Background: an optimization exercise with open tools, aiming at small area and a short achievable clock period. Do not read the settings as production practice. RTL that was checked went through simulation tests only; none was proved equivalent to the original. Only the layout flow was run in runs 2 to 6; the RTL was not checked for function there. Power and IR drop assume default switching activity.

$ cat flow/design.v
module scp_crc8_byte (
    input  wire [7:0] acc,
    input  wire [7:0] data,
    output reg  [7:0] next
);
    integer i;
    always @(*) begin
        next = acc ^ data;
        for (i = 0; i < 8; i = i + 1)
            next = next[0] ? ((next >> 1) ^ 8'h8C) : (next >> 1);
    end
endmodule
module scp_crc16_byte (
    input  wire [15:0] acc,
    input  wire [7:0]  data,
    output reg  [15:0] next
);
    integer i;
    always @(*) begin
        next = acc ^ {8'h00, data};
        for (i = 0; i < 8; i = i + 1)
            next = next[0] ? ((next >> 1) ^ 16'h8408) : (next >> 1);
    end
endmodule
module scp_rx #(
    parameter BUF_BYTES = 64
) (
    input  wire                   clk,
    input  wire                   rst,
    input  wire [7:0]             cfg_sof,
    input  wire                   cfg_dup_suppress,
    input  wire [15:0]            cfg_max_dlen,
    input  wire [7:0]             cfg_prev_seq_reset,
    input  wire [63:0]            cfg_sub_ids,
    input  wire [3:0]             cfg_sub_en,
    input  wire                   in_valid,
    input  wire [7:0]             in_byte,
    input  wire                   abort,
    output reg                    ev_valid,
    output reg  [2:0]             ev_code,
    output wire [15:0]            ev_cmd,
    output wire [15:0]            ev_dlen,
    output wire [8*BUF_BYTES-1:0] ev_payload
);
    localparam [2:0] EV_NONE = 3'd0, EV_BAD_SOF = 3'd1, EV_DLEN_OVERFLOW = 3'd2,
                     EV_CRC8_MISMATCH = 3'd3, EV_CRC16_MISMATCH = 3'd4,
                     EV_DUPLICATE = 3'd5, EV_UNKNOWN_CMD = 3'd6, EV_DISPATCH = 3'd7;
    reg st_sof, st_dlen0, st_dlen1, st_seq, st_crc8, st_cmd0, st_cmd1, st_data,
        st_c16a, st_c16b;
    reg [6:0]  rx_dlen;         
    reg        rx_dlen_big;     
    reg [7:0]  rx_prev_seq;
    reg        rx_abandon;
    reg [15:0] rx_cmd;
    reg        rx_sub;          
    reg        rx_c16_lo_ok;    
    reg [7:0]  rx_row_n;        
    reg [7:0]  rx_col_n;        
    reg [6:0]  rx_rem;          
    reg        rx_last;         
    reg [7:0]  rx_c8_acc;
    reg [15:0] rx_c16_acc;
    reg [7:0]  rx_buf [0:BUF_BYTES-1];
    assign ev_cmd  = rx_cmd;
    assign ev_dlen = {9'd0, rx_dlen};
    genvar g;
    generate
        for (g = 0; g < BUF_BYTES; g = g + 1) begin : g_payload
            assign ev_payload[8*g +: 8] = rx_buf[g];
        end
    endgenerate
    wire [7:0]  c8_fed;
    wire [15:0] c16_fed;
    scp_crc8_byte  u_c8  (.acc(st_sof ? 8'hFF : rx_c8_acc),     .data(in_byte), .next(c8_fed));
    scp_crc16_byte u_c16 (.acc(st_sof ? 16'hFFFF : rx_c16_acc), .data(in_byte), .next(c16_fed));
    wire take      = in_valid;
    wire is_sof    = (in_byte == cfg_sof);
    wire dlen_big  = rx_dlen_big || (in_byte != 8'd0);
    wire c8_ok     = (in_byte == rx_c8_acc);
    wire c16_ok    = rx_c16_lo_ok && (in_byte == rx_c16_acc[15:8]);
    reg subscribed;
    integer k;
    always @(*) begin
        subscribed = 1'b0;
        for (k = 0; k < 4; k = k + 1)
            if (cfg_sub_en[k] && cfg_sub_ids[16*k +: 16] == rx_cmd)
                subscribed = 1'b1;
    end
    integer b;
    always @(posedge clk) begin
        for (b = 0; b < BUF_BYTES; b = b + 1)
            if (!rx_row_n[b / 8] && !rx_col_n[b % 8])
                rx_buf[b] <= in_byte;
    end
    always @(posedge clk) begin
        rx_sub <= subscribed;
        if (take) begin
            rx_c8_acc <= c8_fed;
            if (!(st_c16a || st_c16b))
                rx_c16_acc <= c16_fed;
        end
        if (take && st_dlen0) begin
            rx_dlen     <= in_byte[6:0];
            rx_dlen_big <= (in_byte > 8'd64) ||
                           (cfg_max_dlen[15:8] == 8'd0 && in_byte > cfg_max_dlen[7:0]);
        end
        if (take && st_seq)
            rx_abandon <= cfg_dup_suppress && (in_byte == rx_prev_seq);
        if (take && st_cmd0) rx_cmd[7:0]  <= in_byte;
        if (take && st_cmd1) rx_cmd[15:8] <= in_byte;
        if (take && st_c16a) rx_c16_lo_ok <= (in_byte == rx_c16_acc[7:0]);
        if (take && st_cmd1) begin
            rx_row_n <= 8'hFE;
            rx_col_n <= 8'hFE;
            rx_rem   <= rx_dlen;
            rx_last  <= (rx_dlen == 7'd1);
        end else if (take && st_data) begin
            rx_col_n <= {rx_col_n[6:0], rx_col_n[7]};
            if (!rx_col_n[7])
                rx_row_n <= {rx_row_n[6:0], 1'b1};
            rx_rem   <= rx_rem - 7'd1;
            rx_last  <= (rx_rem == 7'd2);
        end
        if (rst) begin
            rx_prev_seq <= cfg_prev_seq_reset;
        end else if (take && st_seq && cfg_dup_suppress) begin
            rx_prev_seq <= in_byte;
        end
        if (rst) begin
            {st_sof, st_dlen0, st_dlen1, st_seq, st_crc8, st_cmd0, st_cmd1, st_data,
             st_c16a, st_c16b} <= 10'b1000000000;
            ev_valid <= 1'b0;
        end else begin
            ev_valid <= take;
            if (abort) begin
                {st_sof, st_dlen0, st_dlen1, st_seq, st_crc8, st_cmd0, st_cmd1, st_data,
                 st_c16a, st_c16b} <= 10'b1000000000;
            end else if (take) begin
                st_sof   <= (st_sof && !is_sof) || (st_dlen1 && dlen_big) ||
                            (st_crc8 && !c8_ok) || st_c16b;
                st_dlen0 <= st_sof && is_sof;
                st_dlen1 <= st_dlen0;
                st_seq   <= st_dlen1 && !dlen_big;
                st_crc8  <= st_seq;
                st_cmd0  <= st_crc8 && c8_ok;
                st_cmd1  <= st_cmd0;
                st_data  <= (st_cmd1 && rx_dlen != 7'd0) || (st_data && !rx_last);
                st_c16a  <= (st_cmd1 && rx_dlen == 7'd0) || (st_data && rx_last);
                st_c16b  <= st_c16a;
            end
        end
        if (st_sof && !is_sof)
            ev_code <= EV_BAD_SOF;
        else if (st_dlen1 && dlen_big)
            ev_code <= EV_DLEN_OVERFLOW;
        else if (st_crc8 && !c8_ok)
            ev_code <= EV_CRC8_MISMATCH;
        else if (st_c16b)
            ev_code <= !c16_ok    ? EV_CRC16_MISMATCH :
                       rx_abandon ? EV_DUPLICATE :
                       !rx_sub    ? EV_UNKNOWN_CMD : EV_DISPATCH;
        else
            ev_code <= EV_NONE;
    end
endmodule
$ cat flow/flow/run.sh
#!/bin/bash
# The standard ORFS layout (the standard.sh: standard synthesis, floorplan,
# power grid, placement, CTS, routing), with two changes to how it is made:
# * the port buffers that global placement inserts are sky130_fd_sc_hd__buf_1
#   instead of the delay buffer buffer_ports picks by itself (every input and
#   output port still gets its own buffer);
# * clock tree synthesis clusters up to 30 sinks within 80 um per leaf buffer
#   and inserts no dummy loads. The tree stays balanced: every register sees
#   the same clock arrival, as in the standard flow.
# make's full output goes to orfs_make.log; each ORFS step keeps its own log
# under orfs/logs.
set -euo pipefail
export BUFFER_PORTS_ARGS="-buffer_cell sky130_fd_sc_hd__buf_1"
export CTS_ARGS="-sink_clustering_enable -repair_clock_nets -dont_use_dummy_load -sink_clustering_size 30 -sink_clustering_max_diameter 80 -buf_list {sky130_fd_sc_hd__clkbuf_8 sky130_fd_sc_hd__clkbuf_16}"
bash standard.sh > orfs_make.log 2>&1
$ cat flow/standard.sh
#!/bin/bash
# synth_recipe.tcl (not shown) runs the flow's synth.tcl, then flattens the netlist and writes it again
# the make line also repeats each setting of config.mk as NAME=value (left out here)
make -C /OpenROAD-flow-scripts/flow DESIGN_CONFIG=/design/flow/config.mk WORK_HOME=/design/flow/orfs CLKGATE_MAP_FILE= SYNTH_SCRIPT=/design/flow/synth_recipe.tcl "${@:-finish}"
$ cat flow/config.mk
export PLATFORM = sky130hd
export DESIGN_NAME = scp_rx
export DESIGN_NICKNAME = scp_rx
export VERILOG_FILES = /design/flow/design.v
export SDC_FILE = /design/flow/constraint.sdc
export NUM_CORES = 4
export LEC_CHECK = 0
export CAP_MARGIN = 10
export CORE_MARGIN = 2
export CORE_UTILIZATION = 60
export SETUP_SLACK_MARGIN = 2.7
export SLEW_MARGIN = 10
$ cat flow/constraint.sdc
create_clock -name core_clock -period 5.0 [get_ports {clk}]
set_input_delay 1.0000 -clock core_clock [delete_from_list [all_inputs] [get_ports {clk}]]
set_output_delay 1.0000 -clock core_clock [all_outputs]
set_load 0.01 [all_outputs]
==> results.json, run 1 <==
{
  "outcome": "finished clean",
  "slowest_delay_ns": 0.51,
  "post-route-min-period_ns": 2.24,
  "critical_path_class": "reg -> out",
  "multiInputGateArea_um2": 3020,
  "cellLeakagePower_nw": 8.64,
  "crit_path_end_kind": "primary output",
  "syn_inst": 1130,
  "vdd_drop_max_mv": 0.299,
  "finalCoreUtilization_pct": 72.0,
  "hold_depth": 2,
  "syn_avg_cell_area_um2": 18.8,
  "dp_hpwl_um": 43000,
  "cts.sinks": 609,
  "drive_gt1_share_pct": 4.56,
  "r2r_slack_ns": 2.87,
  "worstMarginPinSlew_ns": 1.12,
  "grt_setup_unrepaired": "no",
  "first_global_vias": 12033,
  "ys_types": 40,
  "first_iter_violations": 1080,
  "fmax_mhz": 447,
  "portBuffers": 651,
  "r2r-start": "rx_cmd[10]",
  "tns_ns": 0,
  "hold_end": "st_dlen0",
  "clk-insertion-delay-late_ns": 0.55,
  "drv_slew": 0,
  "synth_area_um2": 21300,
  "period_share_pct": 44.8,
  "root_buffer": "clkbuf_16",
  "reg2reg_depth": 6,
  "htreeDepth": 1,
  "cp_slowest_cell": "edfxtp_1",
  "diodes": 0,
  "hold_viol_final": 0,
  "synth-edff-count": 578,
  "wire_per_inst_um": 26.9,
  "gp_congestion": 0.989,
  "synthFlopType": "edfxtp_1",
  "path_max_fanout": 2,
  "route.detailed.drc": 0,
  "via_count": 12585,
  "cp_data_required_time_ns": 4.00,
  "cts_tree": "done",
  "final_nets": 1924,
  "fp.dieArea_um2": 36900,
  "clk_path_buf_depth": 3,
  "drt-total-wl_um": 60700,
  "final_cell_mix": "buf_1 (642), edfxtp_1 (578), xnor2_1 (118)",
  "critPathLaunch": "rx_cmd[10]",
  "grt.overflow.total": 0,
  "coreArea_um2": 34700,
  "drv_cap": 0,
  "hold_buffers": 0,
  "grtUsageTotal_pct": 31.9,
  "relSlewSlack_pct": 25.3,
  "die_w_um": 192,
  "fillers": 2331,
  "vias_per_cell": 5.58,
  "drt-pass1-iter-count": 5,
  "initial_core_util_pct": 61.2,
  "path_clk_slew_ns": 0.11,
  "crit_chain": "buf_1",
  "yosys_warnings": 4,
  "cp_top_family": "flip-flops",
  "rows": 68,
  "critPathLaunchType": "register",
  "crit_buf_inv": 1,
  "synth-seq-area-share_pct": 84.6,
  "grt_max_degree": 57,
  "pin_count": 661,
  "worstPathArrival_ns": 1.24,
  "worstHoldStart": "st_dlen0",
  "seq_area_um2": 18000,
  "powerDensity_nw_per_um2": 355,
  "grt_first_pass_wirelength_um": 83200,
  "final_common_cell": "buf_1",
  "skew_ns": 0.0436,
  "setup_viol": 0,
  "ant_nets": 0,
  "synth.ff_latch_count": 609,
  "area_delta_synth_final_pct": 17.5,
  "dieHeight_um": 192,
  "hp-class": "reg -> reg",
  "r2r-end": "rx_sub",
  "synthArstFlopShare_pct": 0,
  "antenna_found_initial": 0,
  "cts_made_buffers": 25
}
## Yosys cell counts, types with 7 or more instances
cell,number,area (µm²)
edfxtp_1,578,17400
xnor2_1,118,1030
nor2_1,102,383
nand2_1,63,236
xor2_1,42,368
dfxtp_1,31,621
clkbuf_1,26,97.6
nand3_1,19,95.1
nand4_1,18,113
nor4_1,18,113
inv_1,15,56.3
a21oi_1,12,60.1
buf_4,12,90.1
o21ai_0,12,60.1
ha_1,10,125
nor3_1,8,40.0
mux2_2,7,78.8
## flip-flops by register name, summed over array words and instances (netlist names), 3 cells and up
name,cells
rx_buf,512
rx_c16_acc,16
rx_cmd,16
rx_c8_acc,8
rx_col_n,8
rx_prev_seq,8
rx_row_n,8
rx_dlen,7
rx_rem,7
ev_code,3
## how the worst max path moves through the flow
| stage | slack (ns) | cells after the start | endpoint |
|---|---|---|---|
| after detailed placement | 1.49 | 5 | rx_last |
| after global placement | 1.61 | 3 | rx_c16_acc[12] |
| after CTS | 2.70 | 1 | ev_cmd[8] |
| after global routing | 2.72 | 7 | rx_c8_acc[7] |
| final | 2.76 | 1 | ev_cmd[10] |
| after floorplan | 2.71 | 3 | rx_c16_acc[0] |
## report_power, final
| part | total [mW] | switching [mW] | internal (mW) |
|---|---|---|---|
| combinational | 0.660 | 0.452 | 0.209 |
| clock | 2.28 | 1.38 | 0.900 |
| sequential | 5.92 | 0.0990 | 5.82 |
## final cells by class
cell class / instances / share of cell area (%)
Clock buffer: 25 / 2.50
Tap cell: 455 / 2.28
Inverter: 15 / 0.240
Timing Repair Buffer: 682 / 10.9
Multi-Input combinational cell: 468 / 12.1
Sequential cell: 609 / 72.0
## routing by layer
layer | GRT usage, % | vias to the layer above | wire, µm
li1 | - | 5438 | -
met1 | 41.7 | 6366 | 22700
met2 | 53.5 | 687 | 30300
met3 | 7.93 | 94 | 5740
met4 | 9.51 | 0 | 1950
met5 | 0 | - | 0
## metrics by stage
stage	power, mW	cells	setup slack, ns	hold slack, ns	cell area [µm²]
4_1_cts	8.89	2249	2.70	0.469	24900
6_report	8.86	2254	2.76	0.471	25000
3_5_place_dp	6.69	2209	1.49	0.453	24100
2_1_floorplan	6.31	1138	2.71	0.436	21300
5_1_grt	9.10	2254	2.72	0.506	25000
3_3_place_gp	6.69	2209	1.61	0.447	24100
## what timing repair did
item                                    in CTS  in global routing
endpoints found under the hold margin        0                  0
setup buffers                               15                  5
gates cloned                                 0                  0
pin swaps                                    1                  0
endpoints found under the setup margin      74                  3
gates resized for setup                     13                  1
## cells by family (layout without fill, tap and decap cells)
family | Yosys count | in the layout | synth area share [%]
AOI/OAI and AO/OA | 36 | 36 | 1.01
xor gates and xnor gates | 164 | 164 | 6.95
adders and majority gates | 10 | 10 | 0.589
buffers and inverters | 61 | 722 | 1.43
DFF | 609 | 609 | 84.6
muxes | 7 | 7 | 0.371
other | 1 | 9 | 0.0176
and+or+nand+nor | 242 | 242 | 5.04
==> run 2: changes to the inputs <==
--- a/flow/design.v
+++ b/flow/design.v
@@ -55,5 +55,10 @@
     reg        rx_sub;          
+    reg [3:0]  wr_sub_lo;       
     reg        rx_c16_lo_ok;    
-    reg [7:0]  rx_row_n;        
-    reg [7:0]  rx_col_n;        
+    reg [7:0]  wr_byte;         
+    reg        wr_data;         
+    reg        wr_cmd0;         
+    reg        wr_cmd1;         
+    reg [7:0]  wr_row_n;        
+    reg [7:0]  wr_col_n;        
     reg [6:0]  rx_rem;          
@@ -80,9 +85,9 @@
     wire c16_ok    = rx_c16_lo_ok && (in_byte == rx_c16_acc[15:8]);
-    reg subscribed;
+    reg [3:0] sub_lo_match, sub_hi_match;
     integer k;
     always @(*) begin
-        subscribed = 1'b0;
-        for (k = 0; k < 4; k = k + 1)
-            if (cfg_sub_en[k] && cfg_sub_ids[16*k +: 16] == rx_cmd)
-                subscribed = 1'b1;
+        for (k = 0; k < 4; k = k + 1) begin
+            sub_lo_match[k] = cfg_sub_en[k] && (wr_byte == cfg_sub_ids[16*k +: 8]);
+            sub_hi_match[k] = wr_sub_lo[k] && (wr_byte == cfg_sub_ids[16*k+8 +: 8]);
+        end
     end
@@ -91,7 +96,20 @@
         for (b = 0; b < BUF_BYTES; b = b + 1)
-            if (!rx_row_n[b / 8] && !rx_col_n[b % 8])
-                rx_buf[b] <= in_byte;
+            if (!wr_row_n[b / 8] && !wr_col_n[b % 8])
+                rx_buf[b] <= wr_byte;
     end
     always @(posedge clk) begin
-        rx_sub <= subscribed;
+        wr_byte <= in_byte;
+        wr_data <= take && st_data;
+        wr_cmd0 <= take && st_cmd0;
+        wr_cmd1 <= take && st_cmd1;
+        if (wr_cmd0) wr_sub_lo <= sub_lo_match;
+        if (wr_cmd1) rx_sub    <= |sub_hi_match;
+        if (take && st_cmd1) begin
+            wr_row_n <= 8'hFE;
+            wr_col_n <= 8'hFE;
+        end else if (wr_data) begin
+            wr_col_n <= {wr_col_n[6:0], wr_col_n[7]};
+            if (!wr_col_n[7])
+                wr_row_n <= {wr_row_n[6:0], 1'b1};
+        end
         if (take) begin
@@ -112,4 +130,2 @@
         if (take && st_cmd1) begin
-            rx_row_n <= 8'hFE;
-            rx_col_n <= 8'hFE;
             rx_rem   <= rx_dlen;
@@ -117,5 +133,2 @@
         end else if (take && st_data) begin
-            rx_col_n <= {rx_col_n[6:0], rx_col_n[7]};
-            if (!rx_col_n[7])
-                rx_row_n <= {rx_row_n[6:0], 1'b1};
             rx_rem   <= rx_rem - 7'd1;
==> flow/flow/run.sh (replaced) <==
#!/bin/bash
# The standard ORFS layout (the standard.sh), with the port buffers that
# global placement inserts made sky130_fd_sc_hd__buf_1 instead of the delay
# buffer buffer_ports picks by itself. Every input and output port still gets
# its buffer; nothing else in the flow changes.
set -euo pipefail
export BUFFER_PORTS_ARGS="-buffer_cell sky130_fd_sc_hd__buf_1"
export CTS_ARGS="-sink_clustering_enable -repair_clock_nets -dont_use_dummy_load -sink_clustering_size 30 -sink_clustering_max_diameter 80 -buf_list {sky130_fd_sc_hd__clkbuf_8 sky130_fd_sc_hd__clkbuf_16}"
bash standard.sh > orfs_make.log 2>&1
--- a/flow/config.mk
+++ b/flow/config.mk
@@ -7,3 +7,3 @@
 export LEC_CHECK = 0
-export CAP_MARGIN = 10
+export CAP_MARGIN = 20
 export CORE_MARGIN = 2
@@ -11,2 +11,2 @@
 export SETUP_SLACK_MARGIN = 2.7
-export SLEW_MARGIN = 10
+export SLEW_MARGIN = 20
==> run 2 against run 1 <==
Compared with the run above: non-clock buffer count down 18; register-to-register slack about the same; via count down 0.77%; critical endpoint is now ev_dlen[1]; largest cell class unchanged.
==> results.json, run 2 <==
{
  "placed_area_um2": 24500,
  "yosys_warnings": 4,
  "wl_met1_um": 21900,
  "rows": 69,
  "synthArstFlopShare_pct": 0,
  "synth_top_area_share_pct": 80.9,
  "coreArea_um2": 35600,
  "cts.sinks": 624,
  "synthTopCellsByCount": "edfxtp_1 (583), nor2_1 (110), xnor2_1 (101)",
  "setup_ws_ns": 2.75,
  "max_flop_register": "rx_buf",
  "via_count": 12488,
  "hold_slack_ns": 0.447,
  "ys_types": 43,
  "cts_made_buffers": 26,
  "antenna_found_initial": 0,
  "htreeDepth": 1,
  "critical_path_class": "reg -> out",
  "powerDensity_nw_per_um2": 336,
  "pre_cts_slack_ns": 1.75,
  "slowest_delay_ns": 0.47,
  "dp.cells": 2223,
  "finalCoreUtilization_pct": 71.0,
  "drv_cap": 0,
  "dieHeight_um": 194,
  "relSlewSlack_pct": 30.8,
  "cp_data_required_time_ns": 4.00,
  "gp_congestion": 0.851,
  "die_w_um": 194,
  "pin_count": 661,
  "crit_chain": "clkbuf_2",
  "fillers": 2398,
  "cellLeakagePower_nw": 7.87,
  "final_nets": 1915,
  "final_common_cell": "buf_1",
  "period_share_pct": 44.9,
  "setup_viol": 0,
  "cp_slowest_cell": "edfxtp_1",
  "fp.dieArea_um2": 37600,
  "portBuffers": 651,
  "syn_avg_cell_area_um2": 18.9,
  "clk-insertion-delay-late_ns": 0.59,
  "initial_core_util_pct": 60.9,
  "crit_path_end_kind": "primary output",
  "route.met2.wl_um": 30500,
  "critPathLaunchType": "register",
  "crit_buf_inv": 1,
  "hp-class": "reg -> reg",
  "finalPower_mw": 8.50,
  "top_layer": "met4",
  "wire_per_inst_um": 26.5,
  "largest_reg_flops": 512,
  "vias_per_cell": 5.55,
  "hold_depth": 0,
  "synth_area_leader_cell": "edfxtp_1",
  "vdd_drop_max_mv": 0.327,
  "seq_area_um2": 18300,
  "drv_slew": 0,
  "synth-edff-count": 583,
  "root_buffer": "clkbuf_16",
  "skew_ns": 0.0533,
  "synth.ff_latch_count": 624,
  "grtUsageTotal_pct": 31.3,
  "outcome": "finished clean",
  "grt_first_pass_wirelength_um": 85500,
  "cts_tree": "done",
  "ant_nets": 0,
  "drive_gt1_share_pct": 4.53,
  "first_iter_violations": 1209,
  "hold_viol_final": 0,
  "grt_setup_unrepaired": "no",
  "multiInputGateArea_um2": 3040,
  "dp_hpwl_um": 42000,
  "path_clk_slew_ns": 0.11,
  "reg_top3": "rx_buf: 512 flops, rx_c16_acc: 16 flops, rx_cmd: 16 flops",
  "cp_top_family": "flip-flops",
  "synth_most_common_cell": "edfxtp_1",
  "area_delta_synth_final_pct": 16.7,
  "grt.overflow.total": 0,
  "tns_ns": 0,
  "grt_max_degree": 62,
  "first_global_vias": 12158,
  "hold_buffers": 0,
  "reg2reg_depth": 4,
  "fmax_mhz": 445,
  "worstPathArrival_ns": 1.25,
  "final_cell_area_um2": 25300,
  "route.detailed.drc": 0,
  "path_max_fanout": 3,
  "netlist_top_cells_area": "edfxtp_1 (81%), xnor2_1 (4.1%), dfxtp_1 (3.8%)",
  "instances_no_fill": 2251,
  "post-route-min-period_ns": 2.25,
  "synthFlopType": "edfxtp_1",
  "worstMarginPinSlew_ns": 1.04,
  "drt-pass1-iter-count": 8,
  "synth-seq-area-share_pct": 84.7,
  "met3_length_um": 4910,
  "diodes": 0,
  "final_cell_mix": "buf_1 (638), edfxtp_1 (583), nor2_1 (109)",
  "drt-total-wl_um": 59700,
  "clk_path_buf_depth": 3,
  "syn_inst": 1143,
  "synth_area_um2": 21600,
  "crit_cells": 1
}
-- run 2: changes by cell type after synthesis, sizes merged, moves of 7 or more --
| cell | before | now |
|---|---|---|
| buf | 20 | 28 |
| dfxtp | 31 | 41 |
| mux2i | 0 | 7 |
| nand2 | 63 | 42 |
| nor2 | 103 | 111 |
| xnor2 | 122 | 105 |
| xor2 | 42 | 59 |
-- run 2: routing by layer --
metal	vias to the layer above	track usage, %
li1	5427	-
met2	698	53.9
met1	6250	40.8
met3	113	5.65
met5	-	0
met4	0	10.7
-- run 2: worst paths after layout --
kind / startpoint / end / slack [ns]
min reg2reg: wr_cmd1 / rx_sub / 0.45
max: rx_dlen[1] / ev_dlen[1] / 2.75
min: wr_cmd1 / rx_sub / 0.45
max reg2reg: wr_byte[2] / wr_sub_lo[3] / 2.87
-- run 2: cell families after synthesis --
logic type | Yosys count | synth area share (%)
DFF | 624 | 84.7
and+or+nand+nor | 227 | 4.69
xor gates and xnor gates | 164 | 6.83
buffers and inverters | 68 | 1.57
AOI/OAI and AO/OA | 35 | 0.977
muxes | 14 | 0.688
adders and majority gates | 10 | 0.578
other | 1 | 0.0173
-- run 2: power by group --
group,total [mW],switching [mW],internal (mW)
Clock,2.36,1.43,0.934
Sequential,5.81,0.0717,5.73
Combinational,0.327,0.191,0.136
-- run 2: what timing repair did --
action                     CTS  global route
setup endpoints to repair   30            32
gates resized for setup      8            18
gates cloned                 1             0
pin swaps                    0             1
buffers inserted             0             1
-- run 2: cell type report --
type	count	share of cell area, %
Clock buffer	26	2.58
Inverter	16	0.253
Multi-Input combinational cell	459	12.0
Sequential cell	624	72.6
Tap cell	461	2.28
Timing Repair Buffer	664	10.2
Timing Repair inverter	1	0.0198
==> run 3: changes to the inputs <==
--- a/flow/config.mk
+++ b/flow/config.mk
@@ -10,3 +10,2 @@
 export CORE_UTILIZATION = 60
-export SETUP_SLACK_MARGIN = 2.7
 export SLEW_MARGIN = 20
==> run 3 against run 2 <==
Compared with the run above: still clean on timing, DRC and antenna; first-iteration DRC count decreased by 11%; die area is the same; clock skew decreased by 0.020 ns; global-route usage grew 0.40 points; combinational power increased by 2%; hold slack improved by 0.0016 ns; count of clock-buffer cells in the layout down 1; core utilization decreased by 0.18 points; register-to-register slack worse by 0.08 ns; critical endpoint is now rx_rem[0]; largest cell class unchanged; largest power group unchanged; highest routed layer unchanged.
==> results.json, run 3 <==
{
  "finalCoreUtilization_pct": 70.8,
  "worstMarginPinSlew_ns": 1.11,
  "final_nets": 1917,
  "fillers": 2388,
  "dieHeight_um": 194,
  "die_w_um": 194,
  "hold_buffers": 0,
  "tns_ns": 0,
  "root_buffer": "clkbuf_16",
  "synth_top_area_share_pct": 80.9,
  "p_int_mw": 6.77,
  "synthFlopType": "edfxtp_1",
  "worstPathArrival_ns": 2.93,
  "netlist_top_cells_area": "edfxtp_1 (81%), xnor2_1 (4.1%), dfxtp_1 (3.8%)",
  "largest_reg_flops": 512,
  "post-route-min-period_ns": 2.67,
  "placed_area_um2": 24600,
  "pin_count": 661,
  "critical_path_class": "in -> reg",
  "cts_resized": 0,
  "skew_ns": 0.0337,
  "synthTopCellsByCount": "edfxtp_1 (583), nor2_1 (110), xnor2_1 (101)",
  "setup_ws_ns": 2.33,
  "crit_buf_inv": 3,
  "synth_area_leader_cell": "edfxtp_1",
  "max_flop_register": "rx_buf",
  "antenna_found_initial": 1,
  "pre_cts_slack_ns": 1.79,
  "relSlewSlack_pct": 26.0,
  "cts_setup_buffers": 0,
  "gp_congestion": 0.917,
  "first_iter_violations": 1071,
  "drv_slew": 0,
  "crit_path_end_kind": "register",
  "path_clk_slew_ns": 0.11,
  "area_delta_synth_final_pct": 16.4,
  "hp-class": "reg -> reg",
  "cts_made_buffers": 25,
  "portBuffers": 651,
  "ys_types": 43,
  "rows": 69,
  "setup_viol": 0,
  "drt-total-wl_um": 60800,
  "period_share_pct": 53.4,
  "p_sw_mw": 1.68,
  "initial_core_util_pct": 60.9,
  "synthArstFlopShare_pct": 0,
  "critPathLaunchType": "primary input",
  "slowest_delay_ns": 0.78,
  "grt_first_pass_wirelength_um": 86100,
  "syn_avg_cell_area_um2": 18.9,
  "grtUsageTotal_pct": 31.7,
  "clk_path_buf_depth": 3,
  "wire_per_inst_um": 27.0,
  "synth-seq-area-share_pct": 84.7,
  "cp_top_family": "buffers and inverters",
  "syn_inst": 1143,
  "p_seq_share_pct": 68.6,
  "final_cell_mix": "buf_1 (651), edfxtp_1 (583), nor2_1 (110)",
  "pwr-share-clk_pct": 27.4,
  "first_global_vias": 12009,
  "crit_chain": "buf_1 -> buf_4 -> nand2_1 -> inv_1 -> or2_2",
  "cts.sinks": 624,
  "ant_nets": 0,
  "drv_cap": 0,
  "cp_slowest_cell": "inv_1",
  "cellLeakagePower_nw": 7.84,
  "grt_setup_unrepaired": "no",
  "fmax_mhz": 375,
  "clk-insertion-delay-late_ns": 0.57,
  "cp_data_required_time_ns": 5.27,
  "coreArea_um2": 35600,
  "grt_max_degree": 62,
  "reg_top3": "rx_buf: 512 flops, rx_c16_acc: 16 flops, rx_cmd: 16 flops",
  "vdd_drop_max_mv": 0.359,
  "synth_most_common_cell": "edfxtp_1",
  "outcome": "finished clean",
  "fp.dieArea_um2": 37600,
  "cts_tree": "done",
  "p_sw_share_pct": 19.9,
  "synth_area_um2": 21600,
  "final_common_cell": "buf_1",
  "yosys_warnings": 4,
  "combPwrFrac_pct": 4.0,
  "drt-pass1-iter-count": 6,
  "hold_viol_final": 0,
  "drive_gt1_share_pct": 3.68,
  "dp_hpwl_um": 43300,
  "htreeDepth": 1,
  "route.detailed.drc": 0,
  "final_cell_area_um2": 25200,
  "powerDensity_nw_per_um2": 336,
  "via_count": 12470,
  "path_max_fanout": 25,
  "grt.overflow.total": 0,
  "vias_per_cell": 5.53,
  "synth-edff-count": 583,
  "synth.ff_latch_count": 624
}
==> run 3: cell count changes in the layout (fill, tap and decap cells not counted), sizes merged <==
cell           before  now
inv                15   16
clkbuf             36   25
clkdlybuf4s15       2    0
buf               652  668
diode               0    1
clkinvlp            2    0
==> run 3: final timing paths <==
kind | start | to | slack, ns | depth (start not counted)
setup / recovery | in_valid | rx_rem[0] | 2.33 | 5
hold / removal | wr_cmd1 | rx_sub | 0.45 | 0
setup reg to reg | wr_byte[5] | rx_sub | 2.79 | 6
hold reg to reg | wr_cmd1 | rx_sub | 0.45 | 0
==> run 3: metal layers <==
layer,vias to the layer above,wire (µm),GRT usage (%)
met3,103,4920,6.00
met1,6226,21800,39.9
met5,-,0,0
li1,5434,-,-
met4,0,2470,11.6
met2,707,31600,55.5
==> run 3: power groups by stage <==
stage	registers (mW)	logic, mW	clock network (mW)
final	5.80	0.335	2.32
after global routing	5.81	0.365	2.50
after CTS	5.80	0.337	2.32
after detailed placement	5.92	0.336	0
after global placement	5.92	0.327	0
after floorplan	5.91	0.200	0
==> run 3: cells by family after synthesis <==
logic type,synth area share [%]
mux,0.688
simple gates,4.69
other cells,0.0173
compound gates,0.977
buf+inv,1.57
flops,84.7
fa+ha+maj,0.578
xor+xnor,6.83
==> run 3: cell type report <==
class                      instances  area (µm²)  share of cell area [%]
sequential                       624       18300                    72.8
multi-input combinational        459        3020                    12.0
timing repair buffer             668        2570                    10.2
clock buffer                      25         626                    2.48
tap                              461         577                    2.29
inverter                          16        60.1                   0.238
antenna                            1        2.50                 0.00993
==> run 3: per-stage QoR <==
| stage | total power, mW | std cells | hold slack [ns] |
|---|---|---|---|
| floorplan | 6.11 | 1151 | 0.413 |
| global placement | 6.25 | 2227 | 0.417 |
| detailed placement | 6.25 | 2228 | 0.416 |
| CTS | 8.46 | 2253 | 0.444 |
| global route | 8.67 | 2254 | 0.447 |
| finish | 8.45 | 2254 | 0.448 |
==> run 4: changes to the inputs <==
--- a/flow/config.mk
+++ b/flow/config.mk
@@ -7,5 +7,6 @@
 export LEC_CHECK = 0
-export CAP_MARGIN = 20
+export CAP_MARGIN = 10
 export CORE_MARGIN = 2
 export CORE_UTILIZATION = 60
-export SLEW_MARGIN = 20
+export SETUP_SLACK_MARGIN = 2.7
+export SLEW_MARGIN = 10
==> run 4 against run 3 <==
Compared with the run above: synthesized cell count unchanged; non-clock buffer count down 4; largest cell class unchanged; global-route usage down 0.40 points; die area unchanged; clock skew up 0.020 ns; count of clock-buffer cells in the layout up 1; final cell count down 0.13%; sequential power about the same; highest routed layer unchanged; largest power group unchanged; design area up 0.25%; worst setup slack better by 0.42 ns.
==> results.json, run 4 <==
{
  "synth-seq-area-share_pct": 84.7,
  "cp_data_required_time_ns": 4.00,
  "hp-class": "reg -> reg",
  "initial_core_util_pct": 60.9,
  "cellLeakagePower_nw": 7.87,
  "clk_path_buf_depth": 3,
  "syn_inst": 1143,
  "hold_viol_final": 0,
  "vdd_drop_max_mv": 0.327,
  "synth.ff_latch_count": 624,
  "cts.sinks": 624,
  "portBuffers": 651,
  "via_count": 12488,
  "netlist_top_cells_area": "edfxtp_1 (81%), xnor2_1 (4.1%), dfxtp_1 (3.8%)",
  "critical_path_class": "reg -> out",
  "critPathLaunchType": "register",
  "diodes": 0,
  "drv_slew": 0,
  "wire_per_inst_um": 26.5,
  "largest_reg_flops": 512,
  "area_delta_synth_final_pct": 16.7,
  "period_share_pct": 44.9,
  "ant_nets": 0,
  "tns_ns": 0,
  "synthTopCellsByCount": "edfxtp_1 (583), nor2_1 (110), xnor2_1 (101)",
  "synthArstFlopShare_pct": 0,
  "crit_path_end_kind": "primary output",
  "final_cell_mix": "buf_1 (638), edfxtp_1 (583), nor2_1 (109)",
  "synth_most_common_cell": "edfxtp_1",
  "vias_per_cell": 5.55,
  "dieHeight_um": 194,
  "ys_types": 43,
  "clk-insertion-delay-late_ns": 0.59,
  "finalPower_mw": 8.50,
  "drive_gt1_share_pct": 4.53,
  "slowest_delay_ns": 0.47,
  "hold_slack_ns": 0.447,
  "synth_area_leader_cell": "edfxtp_1",
  "rows": 69,
  "final_common_cell": "buf_1",
  "fillers": 2398,
  "max_flop_register": "rx_buf",
  "yosys_warnings": 4,
  "first_iter_violations": 1209,
  "route.detailed.drc": 0,
  "finalCoreUtilization_pct": 71.0,
  "post-route-min-period_ns": 2.25,
  "synth-edff-count": 583,
  "crit_buf_inv": 1,
  "skew_ns": 0.0533,
  "dp_hpwl_um": 42000,
  "grt.overflow.total": 0,
  "synthFlopType": "edfxtp_1",
  "gp_congestion": 0.851,
  "coreArea_um2": 35600,
  "worstMarginPinSlew_ns": 1.04,
  "cp_top_family": "flip-flops",
  "crit_chain": "clkbuf_2",
  "pre_cts_slack_ns": 1.75,
  "grt_max_degree": 62,
  "path_max_fanout": 3,
  "antenna_found_initial": 0,
  "multiInputGateArea_um2": 3040,
  "grt_setup_unrepaired": "no",
  "placed_area_um2": 24500,
  "fp.dieArea_um2": 37600,
  "final_cell_area_um2": 25300,
  "drt-total-wl_um": 59700,
  "setup_ws_ns": 2.75,
  "die_w_um": 194,
  "fmax_mhz": 445,
  "path_clk_slew_ns": 0.11,
  "synth_area_um2": 21600,
  "reg_top3": "rx_buf: 512 flops, rx_c16_acc: 16 flops, rx_cmd: 16 flops",
  "cts_tree": "done",
  "drv_cap": 0,
  "syn_avg_cell_area_um2": 18.9,
  "cts_made_buffers": 26,
  "cp_slowest_cell": "edfxtp_1",
  "worstPathArrival_ns": 1.25,
  "synth_top_area_share_pct": 80.9,
  "final_nets": 1915,
  "grt_first_pass_wirelength_um": 85500,
  "seq_area_um2": 18300,
  "dp.cells": 2223,
  "outcome": "finished clean",
  "htreeDepth": 1,
  "instances_no_fill": 2251,
  "first_global_vias": 12158,
  "root_buffer": "clkbuf_16",
  "powerDensity_nw_per_um2": 336,
  "relSlewSlack_pct": 30.8,
  "grtUsageTotal_pct": 31.3,
  "pin_count": 661,
  "drt-pass1-iter-count": 8,
  "setup_viol": 0
}
## run 4: worst paths after layout
kind | from | to | slack, ns | cells after the start
worst max register to register | wr_byte[2] | wr_sub_lo[3] | 2.87 | 4
worst min register to register | wr_cmd1 | rx_sub | 0.45 | 0
worst max-delay path | rx_dlen[1] | ev_dlen[1] | 2.75 | 1
worst min-delay path | wr_cmd1 | rx_sub | 0.45 | 0
## run 4: what timing repair did
item,CTS,global route
setup buffers,0,1
endpoints found under the setup margin,30,32
hold buffers,0,0
pin swaps,0,1
cloned,1,0
resized for setup,8,18
## run 4: cell families after synthesis
group	count (synthesis)	synth area share [%]
other	1	0.0173
AO/OA/AOI/OAI	35	0.977
buffers and inverters	68	1.57
multiplexers	14	0.688
adder cells (fa/ha/maj)	10	0.578
XOR/XNOR	164	6.83
flip-flops	624	84.7
AND/OR/NAND/NOR	227	4.69
## run 4: area by class of cell
class / instances / share of cell area, %
inverter: 16 / 0.253
clock buffer: 26 / 2.58
tap: 461 / 2.28
sequential: 624 / 72.6
timing repair buffer: 664 / 10.2
multi-input combinational: 459 / 12.0
timing repair inverter: 1 / 0.0198
## run 4: routing by layer
| metal | vias to the layer above | GRT usage [%] | share of wire [%] |
|---|---|---|---|
| li1 | 5427 | - | - |
| met1 | 6250 | 40.8 | 37 |
| met2 | 698 | 53.9 | 51 |
| met3 | 113 | 5.65 | 8.2 |
| met4 | 0 | 10.7 | 4.0 |
| met5 | - | 0 | 0 |
## run 4: power breakdown
part | switching (mW) | leakage (nW) | internal (mW)
Combinational | 0.191 | 1.92 | 0.136
Clock | 1.43 | 0.320 | 0.934
Sequential | 0.0717 | 5.63 | 5.73
==> run 5: changes to the inputs <==
--- a/flow/design.v
+++ b/flow/design.v
@@ -47,2 +47,15 @@
                      EV_DUPLICATE = 3'd5, EV_UNKNOWN_CMD = 3'd6, EV_DISPATCH = 3'd7;
+    reg        in_take;         
+    reg        in_abort;
+    reg [7:0]  in_b;            
+    reg        in_is_sof;       
+    reg        in_lo_big;       
+    always @(posedge clk) begin
+        in_take   <= in_valid && !rst;
+        in_abort  <= abort && !rst;
+        in_b      <= in_byte;
+        in_is_sof <= (in_byte == cfg_sof);
+        in_lo_big <= (in_byte > 8'd64) ||
+                     (cfg_max_dlen[15:8] == 8'd0 && in_byte > cfg_max_dlen[7:0]);
+    end
     reg st_sof, st_dlen0, st_dlen1, st_seq, st_crc8, st_cmd0, st_cmd1, st_data,
@@ -55,10 +68,5 @@
     reg        rx_sub;          
-    reg [3:0]  wr_sub_lo;       
     reg        rx_c16_lo_ok;    
-    reg [7:0]  wr_byte;         
-    reg        wr_data;         
-    reg        wr_cmd0;         
-    reg        wr_cmd1;         
-    reg [7:0]  wr_row_n;        
-    reg [7:0]  wr_col_n;        
+    reg [7:0]  rx_row;          
+    reg [7:0]  rx_col;          
     reg [6:0]  rx_rem;          
@@ -78,16 +86,16 @@
     wire [15:0] c16_fed;
-    scp_crc8_byte  u_c8  (.acc(st_sof ? 8'hFF : rx_c8_acc),     .data(in_byte), .next(c8_fed));
-    scp_crc16_byte u_c16 (.acc(st_sof ? 16'hFFFF : rx_c16_acc), .data(in_byte), .next(c16_fed));
-    wire take      = in_valid;
-    wire is_sof    = (in_byte == cfg_sof);
-    wire dlen_big  = rx_dlen_big || (in_byte != 8'd0);
-    wire c8_ok     = (in_byte == rx_c8_acc);
-    wire c16_ok    = rx_c16_lo_ok && (in_byte == rx_c16_acc[15:8]);
-    reg [3:0] sub_lo_match, sub_hi_match;
+    scp_crc8_byte  u_c8  (.acc(st_sof ? 8'hFF : rx_c8_acc),     .data(in_b), .next(c8_fed));
+    scp_crc16_byte u_c16 (.acc(st_sof ? 16'hFFFF : rx_c16_acc), .data(in_b), .next(c16_fed));
+    wire take      = in_take;
+    wire is_sof    = in_is_sof;
+    wire dlen_big  = rx_dlen_big || (in_b != 8'd0);
+    wire c8_ok     = (in_b == rx_c8_acc);
+    wire c16_ok    = rx_c16_lo_ok && (in_b == rx_c16_acc[15:8]);
+    reg subscribed;
     integer k;
     always @(*) begin
-        for (k = 0; k < 4; k = k + 1) begin
-            sub_lo_match[k] = cfg_sub_en[k] && (wr_byte == cfg_sub_ids[16*k +: 8]);
-            sub_hi_match[k] = wr_sub_lo[k] && (wr_byte == cfg_sub_ids[16*k+8 +: 8]);
-        end
+        subscribed = 1'b0;
+        for (k = 0; k < 4; k = k + 1)
+            if (cfg_sub_en[k] && cfg_sub_ids[16*k +: 16] == rx_cmd)
+                subscribed = 1'b1;
     end
@@ -96,20 +104,7 @@
         for (b = 0; b < BUF_BYTES; b = b + 1)
-            if (!wr_row_n[b / 8] && !wr_col_n[b % 8])
-                rx_buf[b] <= wr_byte;
+            if (rx_row[b / 8] && rx_col[b % 8])
+                rx_buf[b] <= in_b;
     end
     always @(posedge clk) begin
-        wr_byte <= in_byte;
-        wr_data <= take && st_data;
-        wr_cmd0 <= take && st_cmd0;
-        wr_cmd1 <= take && st_cmd1;
-        if (wr_cmd0) wr_sub_lo <= sub_lo_match;
-        if (wr_cmd1) rx_sub    <= |sub_hi_match;
-        if (take && st_cmd1) begin
-            wr_row_n <= 8'hFE;
-            wr_col_n <= 8'hFE;
-        end else if (wr_data) begin
-            wr_col_n <= {wr_col_n[6:0], wr_col_n[7]};
-            if (!wr_col_n[7])
-                wr_row_n <= {wr_row_n[6:0], 1'b1};
-        end
+        rx_sub <= subscribed;
         if (take) begin
@@ -120,17 +115,21 @@
         if (take && st_dlen0) begin
-            rx_dlen     <= in_byte[6:0];
-            rx_dlen_big <= (in_byte > 8'd64) ||
-                           (cfg_max_dlen[15:8] == 8'd0 && in_byte > cfg_max_dlen[7:0]);
+            rx_dlen     <= in_b[6:0];
+            rx_dlen_big <= in_lo_big;
         end
         if (take && st_seq)
-            rx_abandon <= cfg_dup_suppress && (in_byte == rx_prev_seq);
-        if (take && st_cmd0) rx_cmd[7:0]  <= in_byte;
-        if (take && st_cmd1) rx_cmd[15:8] <= in_byte;
-        if (take && st_c16a) rx_c16_lo_ok <= (in_byte == rx_c16_acc[7:0]);
+            rx_abandon <= cfg_dup_suppress && (in_b == rx_prev_seq);
+        if (take && st_cmd0) rx_cmd[7:0]  <= in_b;
+        if (take && st_cmd1) rx_cmd[15:8] <= in_b;
+        if (take && st_c16a) rx_c16_lo_ok <= (in_b == rx_c16_acc[7:0]);
         if (take && st_cmd1) begin
-            rx_rem   <= rx_dlen;
-            rx_last  <= (rx_dlen == 7'd1);
+            rx_row  <= 8'd1;
+            rx_col  <= 8'd1;
+            rx_rem  <= rx_dlen;
+            rx_last <= (rx_dlen == 7'd1);
         end else if (take && st_data) begin
-            rx_rem   <= rx_rem - 7'd1;
-            rx_last  <= (rx_rem == 7'd2);
+            rx_col  <= {rx_col[6:0], rx_col[7]};
+            if (rx_col[7])
+                rx_row <= {rx_row[6:0], 1'b0};
+            rx_rem  <= rx_rem - 7'd1;
+            rx_last <= (rx_rem == 7'd2);
         end
@@ -139,3 +138,3 @@
         end else if (take && st_seq && cfg_dup_suppress) begin
-            rx_prev_seq <= in_byte;
+            rx_prev_seq <= in_b;
         end
@@ -147,3 +146,3 @@
             ev_valid <= take;
-            if (abort) begin
+            if (in_abort) begin
                 {st_sof, st_dlen0, st_dlen1, st_seq, st_crc8, st_cmd0, st_cmd1, st_data,
--- a/flow/config.mk
+++ b/flow/config.mk
@@ -7,6 +7,6 @@
 export LEC_CHECK = 0
-export CAP_MARGIN = 10
+export CAP_MARGIN = 20
 export CORE_MARGIN = 2
-export CORE_UTILIZATION = 60
+export CORE_UTILIZATION = 70
 export SETUP_SLACK_MARGIN = 2.7
-export SLEW_MARGIN = 10
+export SLEW_MARGIN = 20
==> run 5 against run 4 <==
Compared with the run above: synthesized cell count is 1.5% lower; the run now fails in I/O pin placement; area after synthesis grew 0.39%.
==> results.json, run 5 <==
{
  "initial_core_util_pct": 71.1,
  "yosys_warnings": 4,
  "dieHeight_um": 180,
  "haltStage": "I/O pin placement",
  "netlist_top_cells_area": "edfxtp_1 (80%), xnor2_1 (5.0%), dfxtp_1 (4.0%)",
  "synth.ff_latch_count": 621,
  "syn_avg_cell_area_um2": 19.3,
  "outcome": "did not finish",
  "synth_area_leader_cell": "edfxtp_1",
  "synth-seq-area-share_pct": 83.8,
  "synthArstFlopShare_pct": 0,
  "synth_area_um2": 21700,
  "rows": 64,
  "ys_types": 44,
  "synth-edff-count": 578,
  "synthFlopType": "edfxtp_1",
  "syn_inst": 1126,
  "die_w_um": 180,
  "synthTopCellsByCount": "edfxtp_1 (578), xnor2_1 (125), and2_1 (69)",
  "error": "[ERROR PPL-0024] Number of IO pins (661) exceeds maximum number of available positions (646). Increase the die perimeter from 720.84um to 898.96um.",
  "synth_top_area_share_pct": 79.9,
  "synth_most_common_cell": "edfxtp_1"
}
==> run 5: cells by family after synthesis <==
logic type | count (synthesis) | synth area share (%)
flip-flops | 621 | 83.8
AO/OA/AOI/OAI | 56 | 1.78
adder cells (fa/ha/maj) | 10 | 0.576
AND/OR/NAND/NOR | 211 | 5.11
multiplexers | 8 | 0.415
buffers and inverters | 53 | 1.36
XOR/XNOR | 166 | 6.93
other | 1 | 0.0173
==> run 6: changes to the inputs <==
--- a/flow/design.v
+++ b/flow/design.v
@@ -69,4 +69,4 @@
     reg        rx_c16_lo_ok;    
-    reg [7:0]  rx_row;          
-    reg [7:0]  rx_col;          
+    reg [7:0]  rx_row_n;        
+    reg [7:0]  rx_col_n;        
     reg [6:0]  rx_rem;          
@@ -104,3 +104,3 @@
         for (b = 0; b < BUF_BYTES; b = b + 1)
-            if (rx_row[b / 8] && rx_col[b % 8])
+            if (!rx_row_n[b / 8] && !rx_col_n[b % 8])
                 rx_buf[b] <= in_b;
@@ -124,4 +124,4 @@
         if (take && st_cmd1) begin
-            rx_row  <= 8'd1;
-            rx_col  <= 8'd1;
+            rx_row_n <= 8'hFE;
+            rx_col_n <= 8'hFE;
             rx_rem  <= rx_dlen;
@@ -129,5 +129,5 @@
         end else if (take && st_data) begin
-            rx_col  <= {rx_col[6:0], rx_col[7]};
-            if (rx_col[7])
-                rx_row <= {rx_row[6:0], 1'b0};
+            rx_col_n <= {rx_col_n[6:0], rx_col_n[7]};
+            if (!rx_col_n[7])
+                rx_row_n <= {rx_row_n[6:0], 1'b1};
             rx_rem  <= rx_rem - 7'd1;
--- a/flow/config.mk
+++ b/flow/config.mk
@@ -9,3 +9,3 @@
 export CORE_MARGIN = 2
-export CORE_UTILIZATION = 70
+export CORE_UTILIZATION = 60
 export SETUP_SLACK_MARGIN = 2.7
==> run 6 against run 5 <==
Compared with the run above: now clean on timing, DRC and antenna; synthesized cell count increased by 2.0%; area after synthesis decreased by 0.91%.
==> results.json, run 6 <==
{
  "hold_viol_final": 0,
  "fp.dieArea_um2": 37400,
  "cp_top_family": "flip-flops",
  "initial_core_util_pct": 60.7,
  "dieHeight_um": 193,
  "path_clk_slew_ns": 0.11,
  "synth_area_um2": 21500,
  "p_sw_share_pct": 25.2,
  "drt-total-wl_um": 61300,
  "pwr-share-clk_pct": 23.3,
  "antenna_found_initial": 0,
  "reg_top3": "rx_buf: 512 flops, rx_c16_acc: 16 flops, rx_cmd: 16 flops",
  "synth.ff_latch_count": 621,
  "cts_made_buffers": 26,
  "hp-class": "reg -> reg",
  "outcome": "finished clean",
  "grt.overflow.total": 0,
  "die_w_um": 193,
  "slowest_delay_ns": 0.56,
  "drv_slew": 0,
  "cellLeakagePower_nw": 8.45,
  "yosys_warnings": 4,
  "first_iter_violations": 1129,
  "pin_count": 661,
  "drt-pass1-iter-count": 5,
  "grtUsageTotal_pct": 32.0,
  "dp.cells": 2230,
  "post-route-min-period_ns": 2.28,
  "vdd_drop_max_mv": 0.396,
  "syn_inst": 1148,
  "skew_ns": 0.0639,
  "period_share_pct": 45.6,
  "placed_area_um2": 24400,
  "route.detailed.drc": 0,
  "setup_ws_ns": 2.72,
  "ys_types": 42,
  "critical_path_class": "reg -> out",
  "crit_buf_inv": 1,
  "wire_per_inst_um": 27.0,
  "hold_slack_ns": 0.438,
  "rows": 69,
  "cts.sinks": 621,
  "dp_hpwl_um": 42600,
  "powerDensity_nw_per_um2": 398,
  "fmax_mhz": 439,
  "final_cell_area_um2": 25200,
  "clk-insertion-delay-late_ns": 0.59,
  "largest_reg_flops": 512,
  "worstPathArrival_ns": 1.28,
  "drv_cap": 0,
  "synthFlopType": "edfxtp_1",
  "clk_path_buf_depth": 3,
  "synthArstFlopShare_pct": 0,
  "setup_viol": 0,
  "final_nets": 1937,
  "netlist_top_cells_area": "edfxtp_1 (81%), xnor2_1 (5.1%), dfxtp_1 (4.0%)",
  "gp_congestion": 0.916,
  "relSlewSlack_pct": 28.7,
  "synth-seq-area-share_pct": 84.6,
  "p_seq_share_pct": 64.9,
  "cp_data_required_time_ns": 4.00,
  "instances_no_fill": 2273,
  "max_flop_register": "rx_buf",
  "final_cell_mix": "buf_1 (650), edfxtp_1 (578), xnor2_1 (125)",
  "p_sw_mw": 2.53,
  "crit_chain": "buf_1",
  "via_count": 12591,
  "coreArea_um2": 35500,
  "finalPower_mw": 10.0,
  "first_global_vias": 12116,
  "portBuffers": 651,
  "hold_buffers": 0,
  "path_max_fanout": 5,
  "synth-edff-count": 578,
  "root_buffer": "clkbuf_16",
  "htreeDepth": 1,
  "crit_path_end_kind": "primary output",
  "grt_first_pass_wirelength_um": 86200,
  "synth_most_common_cell": "edfxtp_1",
  "grt_max_degree": 66,
  "cts_tree": "done",
  "synth_area_leader_cell": "edfxtp_1",
  "ant_nets": 0,
  "vias_per_cell": 5.54,
  "tns_ns": 0,
  "grt_setup_unrepaired": "yes",
  "combPwrFrac_pct": 11.7,
  "p_int_mw": 7.51,
  "synthTopCellsByCount": "edfxtp_1 (578), xnor2_1 (125), nor2_1 (110)",
  "pre_cts_slack_ns": 2.21,
  "cp_slowest_cell": "edfxtp_1",
  "worstMarginPinSlew_ns": 1.07,
  "critPathLaunchType": "register",
  "synth_top_area_share_pct": 80.6,
  "finalCoreUtilization_pct": 71.1,
  "final_common_cell": "buf_1",
  "area_delta_synth_final_pct": 17.2,
  "drive_gt1_share_pct": 4.42,
  "syn_avg_cell_area_um2": 18.8,
  "diodes": 0
}
## run 6: cell types whose count changed after synthesis, sizes merged, moves of 4 or more
| cell | delta |
|---|---|
| and2 | -64 |
| clkbuf | +8 |
| a21oi | -8 |
| nand2 | +30 |
| nand3 | +14 |
| o2bb2ai | -5 |
| nor2 | +57 |
| nor2b | -5 |
| o21ai | +4 |
| a22o | -9 |
## run 6: layer usage
metal / vias up / part of all wire (%) / wire (µm) / GRT usage [%]
met3: 105 / 11 / 6470 / 9.38
met1: 6264 / 36 / 22200 / 41.2
met4: 0 / 3.7 / 2250 / 10.6
li1: 5488 / - / - / -
met5: - / 0 / 0 / 0
met2: 734 / 50 / 30400 / 52.7
## run 6: logic make-up after synthesis
group	after synthesis	share of synthesized area (%)
fa+ha+maj	10	0.581
flops	621	84.6
buf+inv	63	1.45
other cells	1	0.0174
compound gates	35	1.04
simple gates	246	5.04
xor+xnor	164	6.86
mux	8	0.418
## run 6: area by class of cell
type / count / area [µm²]
sequential: 621 / 18200
tap: 461 / 577
timing repair buffer: 677 / 2650
clock buffer: 26 / 651
fill: 2396 / 10200
inverter: 15 / 60.1
timing repair inverter: 1 / 7.51
multi-input combinational: 472 / 3050
## run 6: final timing paths
kind	slack, ns	endpoint	cells past startpoint	startpoint
max	2.72	ev_cmd[7]	1	rx_cmd[7]
min	0.44	rx_dlen_big	0	in_lo_big
max reg2reg	2.73	rx_abandon	4	in_b[6]
min reg2reg	0.44	rx_dlen_big	0	in_lo_big
## run 6: power by group through the flow
stage          registers [mW]  logic (mW)  clock network [mW]
6_report                 6.52        1.18                2.34
5_1_grt                  6.57        1.25                2.52
4_1_cts                  6.52        1.19                2.36
2_1_floorplan            6.81       0.353                   0
3_5_place_dp             6.64        1.18                   0
3_3_place_gp             6.63        1.18                   0
## run 6: what timing repair did
action,CTS,global route
gates resized for setup,6,4
pin swaps,1,0
setup endpoints to repair,58,13
buffers inserted,13,3
cloned,0,1

## afterwards: timing with drivers on the ports
In the flow no input, the clock included, has a driving cell. The finished layouts below were timed again as built, in two steps.
Step 1: set_driving_cell puts a clkbuf_16 on clk and a buf_2 on each other input, an assumption about the parent block.
Step 2 moves the port delays by t, midway between the first and last clock arrival at a register: inputs arrive t later, outputs are due t later. That takes back most of the time a late clock gives input paths.
a / b / c = ideal / step 1 / step 2; a / b = the first two.
| run | t (ns) | setup WS [ns] | worst setup path at the end | latest minus earliest clock arrival (ns) | worst data-port slew with drivers (ns) |
|---|---|---|---|---|---|
| run 1 | 0.594 | 2.761 / 2.707 / 2.201 | input to register | 0.077 / 0.077 | 0.06 |
| run 2 | 0.614 | 2.753 / 2.698 / 2.232 | input to register | 0.054 / 0.054 | 0.08 |
| run 3 | 0.606 | 2.331 / 2.309 / 1.703 | input to register | 0.034 / 0.034 | 0.08 |
| run 4 | 0.614 | 2.753 / 2.698 / 2.232 | input to register | 0.054 / 0.054 | 0.08 |
| run 6 | 0.615 | 2.720 / 2.666 / 2.630 | input to register | 0.065 / 0.065 | 0.08 |
After both steps setup and hold are still met in every run listed. For run 3, which loses most, drivers alone change the setup slack by -0.022 ns; drivers and shift together by -0.628 ns.
